Background: an optimization exercise with open tools, aiming at small area, a short achievable clock period and few clock cycles. Do not read the settings as production practice.
Only the layout flow was run in this run; the RTL was not checked for function there.
No activity file was given, so power comes from the tool's default toggle rates.

==> design/flow/design.v <==
module pcx2sms_core (
    input  wire         clk,
    input  wire         rst,
    input  wire         host_we,
    input  wire [3:0]   host_addr,
    input  wire [31:0]  host_wdata,
    output reg  [31:0]  host_rdata,
    input  wire [1:0]   buf_sel,
    input  wire [6:0]   buf_idx,
    output reg  [7:0]   buf_rdata,
    output wire         sr_req,
    input  wire         sr_ack,
    input  wire         sr_err,
    input  wire [4:0]   sr_n,
    input  wire [127:0] sr_data
);
    localparam NC = 2;           
    localparam NB = 2 * NC;      
    localparam ST_IDLE = 2'd0, ST_READY = 2'd1, ST_BUSY = 2'd2, ST_ERROR = 2'd3;
    localparam C_NOP = 4'd0, C_START = 4'd1, C_PACK = 4'd2, C_DECODE = 4'd3, C_FILL = 4'd4;
    localparam E_TRUNC = 4'd1, E_OVERRUN = 4'd2, E_DIM = 4'd3, E_IO = 4'd4,
               E_SEQ = 4'd5, E_ILLEGAL = 4'd6;
    localparam MD_DECODE = 2'd0, MD_FILL = 2'd1, MD_PACK = 2'd2;
    reg  [1:0]  state;
    reg         cmd_ignored;
    reg  [3:0]  err_code;
    reg  [31:0] err_offset;      
    reg  [31:0] width_reg;
    reg  [31:0] w_latched;
    reg  [31:0] in_offset;
    reg  [31:0] refill_count;
    reg  [4:0]  in_cursor;
    reg  [4:0]  in_filled;
    reg  [4:0]  w_avail;         
    reg         eos;
    reg  [7:0]  run_value;
    reg  [5:0]  run_length;
    reg  [5:0]  sl_cursor;
    reg         rd_pend;         
    reg         need;            
    reg  [1:0]  mode;
    reg         copy;            
    reg  [2:0]  row;
    reg         pend_mk;         
    reg  [5:0]  pend_len;
    reg         ovr_pend;        
    reg  [7:0]  sh_value;        
    reg  [5:0]  sh_length;       
    reg  [5:0]  sh_cursor;
    reg  [127:0]  win;
    reg  [255:0]  scan;
    reg  [1023:0] tile;
    wire [5:0]  w6 = w_latched[5:0];
    wire        wreg_legal = (width_reg[31:6] == 26'd0) && (width_reg[2:0] == 3'd0) &&
                             (width_reg[5:0] != 6'd0) && (width_reg[5:0] <= 6'd32);
    assign sr_req = (state == ST_BUSY) && rd_pend;
    wire        ctrl_wr  = host_we && (host_addr == 4'd0);
    wire [3:0]  cmd      = host_wdata[3:0];
    wire        illegal  = (host_wdata[31:4] != 28'd0) || (cmd >= 4'd5);
    wire        busy   = (state == ST_BUSY);
    wire        ack    = rd_pend && sr_ack;          
    wire        io_err = busy && ack && sr_err;
    wire [4:0]  v_cur  = ack ? 5'd0 : in_cursor;
    wire [4:0]  avail  = ack ? sr_n : w_avail;
    reg  [7:0]  vb  [0:NB];
    reg         agt [0:NB];      
    integer j;
    always @(*)
        for (j = 0; j <= NB; j = j + 1) begin
            vb[j]  = ack ? sr_data[8*j +: 8] : win[{in_cursor[3:0] + j[3:0], 3'b000} +: 8];
            agt[j] = ack ? (sr_n > j) : (w_avail > j);
        end
    wire [3:0]  scan_lo = scan[{sl_cursor[4:0], 3'b000} +: 4];
    wire        go      = busy && need && (!rd_pend || sr_ack) && !ovr_pend;
    reg         trunc;           
    reg  [4:0]  k;               
    reg         split;           
    reg  [5:0]  split_len;
    reg         any_code;        
    reg  [7:0]  last_val;        
    reg  [5:0]  last_len;
    reg         overrun;         
    reg         row_end;         
    reg  [5:0]  cur;             
    reg  [7:0]  pre_val;         
    reg  [5:0]  pre_len;
    reg  [5:0]  pre_cur;
    reg         em   [0:NC-1];   
    reg  [5:0]  em_s [0:NC-1];
    reg  [6:0]  em_e [0:NC-1];
    reg  [7:0]  em_v [0:NC-1];
    reg         act, pm, cpl;
    reg  [7:0]  ba, bb;
    reg  [5:0]  c_len;
    reg  [7:0]  c_val;
    reg  [1:0]  nb;
    reg  [6:0]  e_end;
    integer i;
    always @(*) begin
        trunc = 1'b0; k = 5'd0; split = 1'b0; split_len = 6'd0;
        any_code = 1'b0; last_val = run_value; last_len = run_length;
        overrun = 1'b0; row_end = 1'b0; cur = sl_cursor;
        pre_val = run_value; pre_len = run_length; pre_cur = sl_cursor;
        act = go && !copy; pm = pend_mk;
        for (i = 0; i < NC; i = i + 1) begin
            em[i] = 1'b0; em_s[i] = cur; em_e[i] = {1'b0, cur}; em_v[i] = 8'd0;
            ba = vb[k]; bb = vb[k + 1];
            cpl = 1'b0; nb = 2'd0; c_len = pend_len; c_val = ba;
            if (act) begin
                if (!agt[k]) begin
                    if (i == 0) trunc = 1'b1;
                    act = 1'b0;
                end else if (pm) begin
                    cpl = 1'b1; nb = 2'd1;
                end else if (ba[7:6] != 2'b11) begin
                    cpl = 1'b1; nb = 2'd1; c_len = 6'd1;
                end else if (agt[k + 1]) begin
                    cpl = 1'b1; nb = 2'd2; c_len = ba[5:0]; c_val = bb;
                end else begin
                    nb = 2'd1;
                end
            end
            e_end = {1'b0, cur} + {1'b0, c_len};
            if (act && i > 0 && cpl && mode != MD_DECODE && e_end > {1'b0, w6})
                act = 1'b0;
            if (act) begin
                pre_val = last_val; pre_len = last_len; pre_cur = cur;
                k = k + {3'd0, nb};
                pm = 1'b0;
                if (!cpl) begin
                    split = 1'b1; split_len = ba[5:0];
                    act = 1'b0;
                end else begin
                    any_code = 1'b1; last_val = c_val; last_len = c_len;
                    if (mode == MD_DECODE) begin
                        act = 1'b0;
                    end else if (e_end > {1'b0, w6}) begin
                        overrun = 1'b1;
                        act = 1'b0;
                    end else begin
                        em[i] = 1'b1; em_s[i] = cur; em_e[i] = e_end; em_v[i] = c_val;
                        cur = e_end[5:0];
                        if (e_end[5:0] == w6) begin
                            row_end = 1'b1;
                            act = 1'b0;
                        end
                    end
                end
                if (!agt[k])
                    act = 1'b0;
            end
        end
    end
    wire        cp_step  = go && copy;
    wire        refill   = (k != 5'd0) && !agt[k];
    wire        cp_end   = (sl_cursor + 6'd1 == w6);
    wire        emit_any = em[0] || cp_step;
    wire        r_end    = row_end || (cp_step && cp_end);
    wire        fin      = (any_code && mode == MD_DECODE) ||
                           (row_end && (mode == MD_FILL || row == 3'd7));
    reg  [31:0] wmask;
    reg  [7:0]  pval [0:31];
    reg         lt_prev, lt_cur;
    integer x, r, p;
    always @(*)
        for (x = 0; x < 32; x = x + 1) begin
            wmask[x] = 1'b0; pval[x] = 8'd0;
            lt_prev = (x < sl_cursor);
            for (i = 0; i < NC; i = i + 1) begin
                lt_cur = (x < em_e[i]);
                if (em[i] && lt_cur && !lt_prev) begin
                    wmask[x] = 1'b1;
                    pval[x]  = pval[x] | em_v[i];
                end
                lt_prev = lt_cur;
            end
            if (cp_step && x == sl_cursor) begin
                wmask[x] = 1'b1;
                pval[x]  = {4'd0, scan_lo};
            end
        end
    always @(posedge clk) begin
        if (rst) begin
            state        <= ST_IDLE;
            cmd_ignored  <= 1'b0;
            err_code     <= 4'd0;
            err_offset   <= 32'd0;
            width_reg    <= 32'd0;
            w_latched    <= 32'd0;
            in_offset    <= 32'd0;
            refill_count <= 32'd0;
            in_cursor    <= 5'd0;
            in_filled    <= 5'd0;
            w_avail      <= 5'd0;
            eos          <= 1'b0;
            run_value    <= 8'd0;
            run_length   <= 6'd0;
            sl_cursor    <= 6'd0;
            rd_pend      <= 1'b0;
            need         <= 1'b0;
            mode         <= MD_DECODE;
            copy         <= 1'b0;
            row          <= 3'd0;
            pend_mk      <= 1'b0;
            pend_len     <= 6'd0;
            ovr_pend     <= 1'b0;
            sh_value     <= 8'd0;
            sh_length    <= 6'd0;
            sh_cursor    <= 6'd0;
        end else begin
            if (host_we && host_addr == 4'd2)
                width_reg <= host_wdata;
            if (ctrl_wr) begin
                if (state == ST_BUSY) begin
                    cmd_ignored <= 1'b1;
                end else if (state == ST_ERROR && (illegal || (cmd != C_NOP && cmd != C_START))) begin
                    cmd_ignored <= 1'b1;
                end else if (illegal) begin
                    err_code   <= E_ILLEGAL;
                    err_offset <= in_offset;
                    state      <= ST_ERROR;
                end else if (state == ST_IDLE && cmd != C_NOP && cmd != C_START) begin
                    err_code   <= E_SEQ;
                    err_offset <= in_offset;
                    state      <= ST_ERROR;
                end else begin
                    case (cmd)
                        C_START: begin
                            err_code     <= wreg_legal ? 4'd0 : E_DIM;
                            err_offset   <= 32'd0;
                            cmd_ignored  <= 1'b0;
                            in_cursor    <= 5'd0;
                            in_filled    <= 5'd0;
                            w_avail      <= 5'd0;
                            eos          <= 1'b0;
                            in_offset    <= 32'd0;
                            refill_count <= wreg_legal ? 32'd1 : 32'd0;
                            run_value    <= 8'd0;
                            run_length   <= 6'd0;
                            sl_cursor    <= wreg_legal ? width_reg[5:0] : 6'd0;
                            w_latched    <= width_reg;
                            state        <= wreg_legal ? ST_BUSY : ST_ERROR;
                            rd_pend      <= wreg_legal;
                            need         <= 1'b0;
                            pend_mk      <= 1'b0;
                            ovr_pend     <= 1'b0;
                            sh_value     <= 8'd0;
                            sh_length    <= 6'd0;
                            sh_cursor    <= width_reg[5:0];
                        end
                        C_PACK: begin
                            state     <= ST_BUSY;
                            need      <= 1'b1;
                            mode      <= MD_PACK;
                            row       <= 3'd0;
                            copy      <= (sl_cursor != w6);
                            if (sl_cursor == w6)
                                sl_cursor <= 6'd0;
                        end
                        C_DECODE: begin
                            state <= ST_BUSY;
                            need  <= 1'b1;
                            mode  <= MD_DECODE;
                        end
                        C_FILL: begin
                            state     <= ST_BUSY;
                            need      <= 1'b1;
                            mode      <= MD_FILL;
                            copy      <= 1'b0;
                            sl_cursor <= 6'd0;
                        end
                        default: ;   
                    endcase
                end
            end
            if (busy) begin
                if (io_err) begin
                    err_code   <= E_IO;
                    err_offset <= in_offset;
                    state      <= ST_ERROR;
                    rd_pend    <= 1'b0;
                    run_value  <= sh_value;
                    run_length <= sh_length;
                    sl_cursor  <= sh_cursor;
                end else begin
                    if (ack) begin
                        win       <= sr_data;
                        in_filled <= sr_n;
                        in_cursor <= 5'd0;
                        w_avail   <= sr_n;
                        eos       <= (sr_n == 5'd0);
                    end
                    if (k != 5'd0) begin
                        in_cursor <= v_cur + k;
                        w_avail   <= avail - k;
                        in_offset <= in_offset + {27'd0, k};
                    end
                    if (refill) begin
                        refill_count <= refill_count + 32'd1;
                        sh_value     <= pre_val;
                        sh_length    <= pre_len;
                        sh_cursor    <= pre_cur;
                    end
                    if (split) begin
                        pend_mk  <= 1'b1;
                        pend_len <= split_len;
                    end else if (any_code) begin
                        pend_mk  <= 1'b0;
                    end
                    if (any_code) begin
                        run_value  <= last_val;
                        run_length <= last_len;
                    end
                    if (overrun)     
                        err_offset <= pend_mk ? in_offset - 32'd1 : in_offset;   
                    if (ack && ovr_pend) begin
                        err_code <= E_OVERRUN;
                        state    <= ST_ERROR;
                        rd_pend  <= 1'b0;
                    end else if (trunc) begin
                        rd_pend    <= 1'b0;
                        err_code   <= E_TRUNC;
                        err_offset <= in_offset;
                        state      <= ST_ERROR;
                    end else if (overrun) begin
                        if (refill) begin
                            ovr_pend <= 1'b1;
                            rd_pend  <= 1'b1;
                        end else begin
                            err_code <= E_OVERRUN;
                            state    <= ST_ERROR;
                            rd_pend  <= 1'b0;
                        end
                    end else begin
                        if (fin)
                            need <= 1'b0;
                        if (emit_any) begin
                            sl_cursor <= cp_step ? sl_cursor + 6'd1 : cur;
                            if (r_end) begin
                                if (mode == MD_FILL) begin
                                    sl_cursor <= 6'd0;
                                end else if (row != 3'd7) begin
                                    sl_cursor <= 6'd0;
                                    row       <= row + 3'd1;
                                    copy      <= 1'b0;
                                end
                            end
                        end
                        rd_pend <= refill || (rd_pend && !sr_ack);
                        if (!refill && !(rd_pend && !sr_ack) && (!need || fin))
                            state <= ST_READY;
                    end
                end
            end
        end
    end
    wire we_scan = !cp_step && !overrun;
    wire we_tile = (mode == MD_PACK) && !overrun;
    always @(posedge clk) begin
        for (x = 0; x < 32; x = x + 1) begin
            if (we_scan && wmask[x])
                scan[8*x +: 8] <= pval[x];
            for (r = 0; r < 8; r = r + 1)
                if (we_tile && wmask[x] && row == r)
                    for (p = 0; p < 4; p = p + 1)
                        tile[8*((x/8)*32 + r*4 + p) + 7 - (x%8)] <= pval[x][p];
        end
    end
    always @(*) begin
        case (host_addr)
            4'd1:    host_rdata = {24'd0, err_code, 1'b0, cmd_ignored, state};
            4'd2:    host_rdata = width_reg;
            4'd3:    host_rdata = w_latched;
            4'd4:    host_rdata = in_offset;
            4'd5:    host_rdata = {eos, 10'd0, in_filled, 11'd0, in_cursor};
            4'd6:    host_rdata = {18'd0, run_length, run_value};
            4'd7:    host_rdata = {26'd0, sl_cursor};
            4'd8:    host_rdata = (state == ST_ERROR) ? err_offset : 32'd0;
            4'd9:    host_rdata = refill_count;
            default: host_rdata = 32'd0;
        endcase
    end
    always @(*) begin
        case (buf_sel)
            2'd0:    buf_rdata = win[{buf_idx[3:0], 3'b000} +: 8];
            2'd1:    buf_rdata = scan[{buf_idx[4:0], 3'b000} +: 8];
            2'd2:    buf_rdata = tile[{buf_idx, 3'b000} +: 8];
            default: buf_rdata = 8'd0;
        endcase
    end
endmodule
==> design/flow/run.sh <==
#!/bin/bash
# synth_recipe.tcl (not shown) runs the flow's synth.tcl, then flattens the netlist and writes it again
# the make line also repeats each setting of config.mk as NAME=value (left out here)
make -C /OpenROAD-flow-scripts/flow DESIGN_CONFIG=/design/flow/config.mk WORK_HOME=/design/flow/orfs CLKGATE_MAP_FILE= SYNTH_SCRIPT=/design/flow/synth_recipe.tcl finish
==> design/flow/config.mk <==
export PLATFORM = sky130hd
export DESIGN_NAME = pcx2sms_core
export DESIGN_NICKNAME = pcx2sms_core
export VERILOG_FILES = /design/flow/design.v
export SDC_FILE = /design/flow/constraint.sdc
export NUM_CORES = 4
export LEC_CHECK = 0
export CAP_MARGIN = 20
export CORE_MARGIN = 2
export CORE_UTILIZATION = 40
export SETUP_SLACK_MARGIN = 2.5
export SLEW_MARGIN = 20
==> design/flow/constraint.sdc <==
create_clock -name core_clock -period 8.0 [get_ports {clk}]
set_input_delay 1.6000 -clock core_clock [delete_from_list [all_inputs] [get_ports {clk}]]
set_output_delay 1.6000 -clock core_clock [all_outputs]
set_load 0.01 [all_outputs]
==> results.py <==
metrics = {
    "logic_synthesis": {
        "synth_warnings": 8,
        "ys_ff_latch": 1647,
        "ys_top_cells_by_area": "edfxtp_1 (52%), mux4_2 (17%), dfxtp_1 (5.9%)",
        "syn-num-nets": 6085,
        "syn-instance-count": 5848,
        "synth_top_area_cell": "edfxtp_1",
        "post_synth_num_cell_types": 114,
        "synth_area_um2": 80900,
        "netlist.area_leader.share_pct": 52.3,
        "yosys_most_used_dff": "edfxtp_1",
        "syn_avg_cell_area_um2": 13.8,
        "synth-edff-count": 1408,
        "yosysSeqAreaShare_pct": 58.2,
        "synthArstFlopShare_pct": 0,
    },
    "hold_path": {
        "holdCritStartpoint": "w_latched[12]",
        "min_path_type": "flip-flop to flip-flop",
        "whs_path_depth": 2,
        "min_to": "w_latched[12]",
    },
    "sta": {
        "tightest_slew_ns": 1.22,
        "period_minus_slack_ns": 10.20,
        "slew_headroom_pct": 18.7,
        "fin_crit_sh_pct": 128,
        "hold_viol_final": 0,
        "fin_ws_ns": -2.20,
        "finalSetupViolations": 2687,
        "finalSetupTns_ns": -4550.98,
        "finClkSkew_ns": 0.0584,
        "fmax_mhz": 98.0,
        "rsz0062_at_grt": "true",
        "drv_slew": 0,
    },
    "clock_tree": {
        "path_clk_slew_ns": 0.06,
        "numCtsBuffers": 175,
        "root_buffer": "clkbuf_16",
        "postCtsHoldBufs": 0,
        "cts.htree.levels": 4,
        "clock_sinks": 1647,
        "ctsLongestPathBuffers": 3,
        "cts_tree": "yes",
        "clk_latency_ns": 0.87,
    },
    "setup_path": {
        "timing.rr.start": "in_cursor[0]",
        "critPathKind": "primary input to flip-flop",
        "crit_arrival_ns": 10.95,
        "path_max_fanout": 6,
        "worst_path_largest_cell_delay_ns": 0.55,
        "worstPathRequired_ns": 8.75,
        "slowest_stage": "or4_4",
        "reg2reg_depth": 54,
        "rrSetupSlack_ns": -2.08,
        "startpoint_type": "primary input",
        "worstReg2RegEnd": "in_offset[28]",
        "crit_path_end_kind": "flip-flop",
        "crit_top_cell": "and3_4",
    },
    "final_layout": {
        "layout_commonest_cell": "edfxtp_1",
        "nets": 7102,
        "area_growth_pct": 25.8,
        "drive_gt1_share_pct": 34.3,
        "top_regs": "tile x1024, scan x256, win x128",
        "final_cell_mix": "edfxtp_1 (1408), buf_4 (938), mux4_2 (617), nand2_1 (538), nor2_1 (426)",
        "top_register": "tile",
        "largest_reg_flops": 1024,
        "final_cells": 9680,
    },
    "routing": {
        "wl_per_cell_um": 29.1,
        "route.met3.wl_um": 25400,
        "vias_per_cell": 6.22,
        "wl_met2_um": 131000,
        "num_vias": 60200,
        "drtAntennaViolNets": 0,
        "wirelength_um": 282000,
        "top_layer_used": "met5",
        "drtIter0Drc": 7908,
        "met1_length_um": 111000,
        "drcViolationCount": 0,
        "dr.pass1.iters": 8,
    },
    "grt": {
        "grt.overflow.total": 0,
        "grt_max_degree": 129,
        "grt_use_total_pct": 26.9,
        "antenna_found_initial": 10,
        "grt_pass1_wl_um": 405000,
        "grt_pass1_vias": 59000,
    },
    "place": {
        "place_inst": 9237,
        "portBuffers": 223,
        "dp_hpwl_um": 197000,
        "place_congestion": 0.974,
    },
    "job": {
        "max_cap_viol_count": 0,
    },
    "floorplan": {
        "initial_core_util_pct": 40.1,
        "die_h_um": 454,
        "rows": 165,
        "io_pins": 224,
        "die_w_um": 454,
        "core_um2": 201000,
        "die-area_um2": 206000,
    },
    "run_status": {
        "so_faults": "negative setup slack",
        "status": "finished with violations",
    },
    "pwr": {
        "ir_drop_uv": 155,
        "p_per_area_nw_per_um2": 174,
        "p_leak_uw": 0.0301,
    },
}
-- worst max-delay path: cells and delay by family --
| family | cells | cell delay, ns |
|---|---|---|
| and+or+nand+nor | 18 | 3.29 |
| AOI/OAI and AO/OA | 17 | 2.97 |
| muxes | 1 | 0.20 |
| xor gates and xnor gates | 1 | 0.14 |
| adders and majority gates | 6 | 1.74 |
| buffers and inverters | 10 | 0.99 |
-- kinds of logic after synthesis --
logic type / share of synthesized area, %
and+or+nand+nor: 9.15
DFF: 58.2
xor gates and xnor gates: 0.435
AOI/OAI and AO/OA: 10.1
adders and majority gates: 0.894
buffers and inverters: 2.94
muxes: 18.3
-- how the worst max path moves through the flow --
stage               cells past startpoint    from            end
floorplan                              56  sr_ack  in_offset[28]
global placement                       53  sr_ack  in_offset[26]
detailed placement                     53  sr_ack  in_offset[28]
CTS                                    52  sr_ack  in_offset[31]
global route                           55  sr_ack  in_offset[26]
finish                                 53  sr_ack  in_offset[28]
-- metrics by stage --
stage / worst slack, ns / cell area, um^2 / utilization (%) / hold WS (ns) / power [uW]
after floorplan: -3.18 / 81400 / - / 0.428 / 9660
after global placement: -3.79 / 93600 / 46.4 / 0.442 / 9920
after detailed placement: -3.89 / 93600 / 46.4 / 0.450 / 9930
after CTS: -2.11 / 101000 / 49.9 / 0.458 / 17800
after global routing: -2.50 / 102000 / 50.5 / 0.484 / 18200
final: -2.20 / 102000 / 50.5 / 0.459 / 17700
-- layout make-up --
class                   instances  area, um^2
diodes                          1        2.50
clock buffers                 220        4670
clock inverters                99         950
fillers                     17200       99800
inverters                      91         347
multi-input cells            3621       33300
flip-flops and latches       1647       47100
well taps                    2672        3340
repair buffers               1329       12000
-- layer usage --
metal  global-route usage (%)  vias up
met5                   0.0700        -
met4                     11.7       12
met3                     5.45      650
met2                     42.6     3321
met1                     35.8    30800
li1                         -    25400
-- power by group --
group | switching, uW | internal (uW) | leakage (uW)
Sequential | 6.05 | 9200 | 0.0119
Clock | 3490 | 4490 | 0.00273
Combinational | 305 | 238 | 0.0155
-- what timing repair did --
item                        CTS  global route
resized for setup           219           184
cloned                        3             7
pin swaps                    96            54
setup endpoints to repair  2766          2766
buffers inserted             67            46
-- synthesized netlist by cell type (25+ instances only) --
master	instances
ha_1	49
nor3_1	82
inv_1	87
or3_1	27
a21oi_1	286
a222oi_1	28
o21ai_0	151
nor2_2	27
mux2i_1	73
buf_2	55
o221ai_1	109
o211ai_1	31
edfxtp_1	1408
clkbuf_1	333
nand2b_1	25
nor2b_1	29
a31oi_1	54
a22oi_1	46
o22ai_1	161
and3_1	55
mux4_2	617
buf_1	82
a211oi_1	60
nand2_1	563
nor2_1	547
dfxtp_1	239
nand3_1	139

what the ideal ports hide:
The results above use ideal ports. As a check the final layout listed here was re-extracted and re-timed, cells and wires unchanged.
Step 1 (the two cells are an assumption about what drives the block):
set clk [get_ports {clk}]
set_driving_cell -lib_cell sky130_fd_sc_hd__clkbuf_16 $clk
set_driving_cell -lib_cell sky130_fd_sc_hd__buf_2 [delete_from_list [all_inputs] $clk]
Step 2, shift: input delay + t, output delay - t, t = (earliest + latest rising clock arrival at the registers) / 2. This alone moves slack from input paths to output paths.
a / b / c = no drivers / after step 1 / after step 2; a / b = the first two.
t (ns): 0.937
slack for setup (ns): -2.200 / -2.168 / -3.105
worst setup path at the end: input to register
For this run, drivers alone change the setup slack by +0.032 ns; drivers and shift together by -0.905 ns.
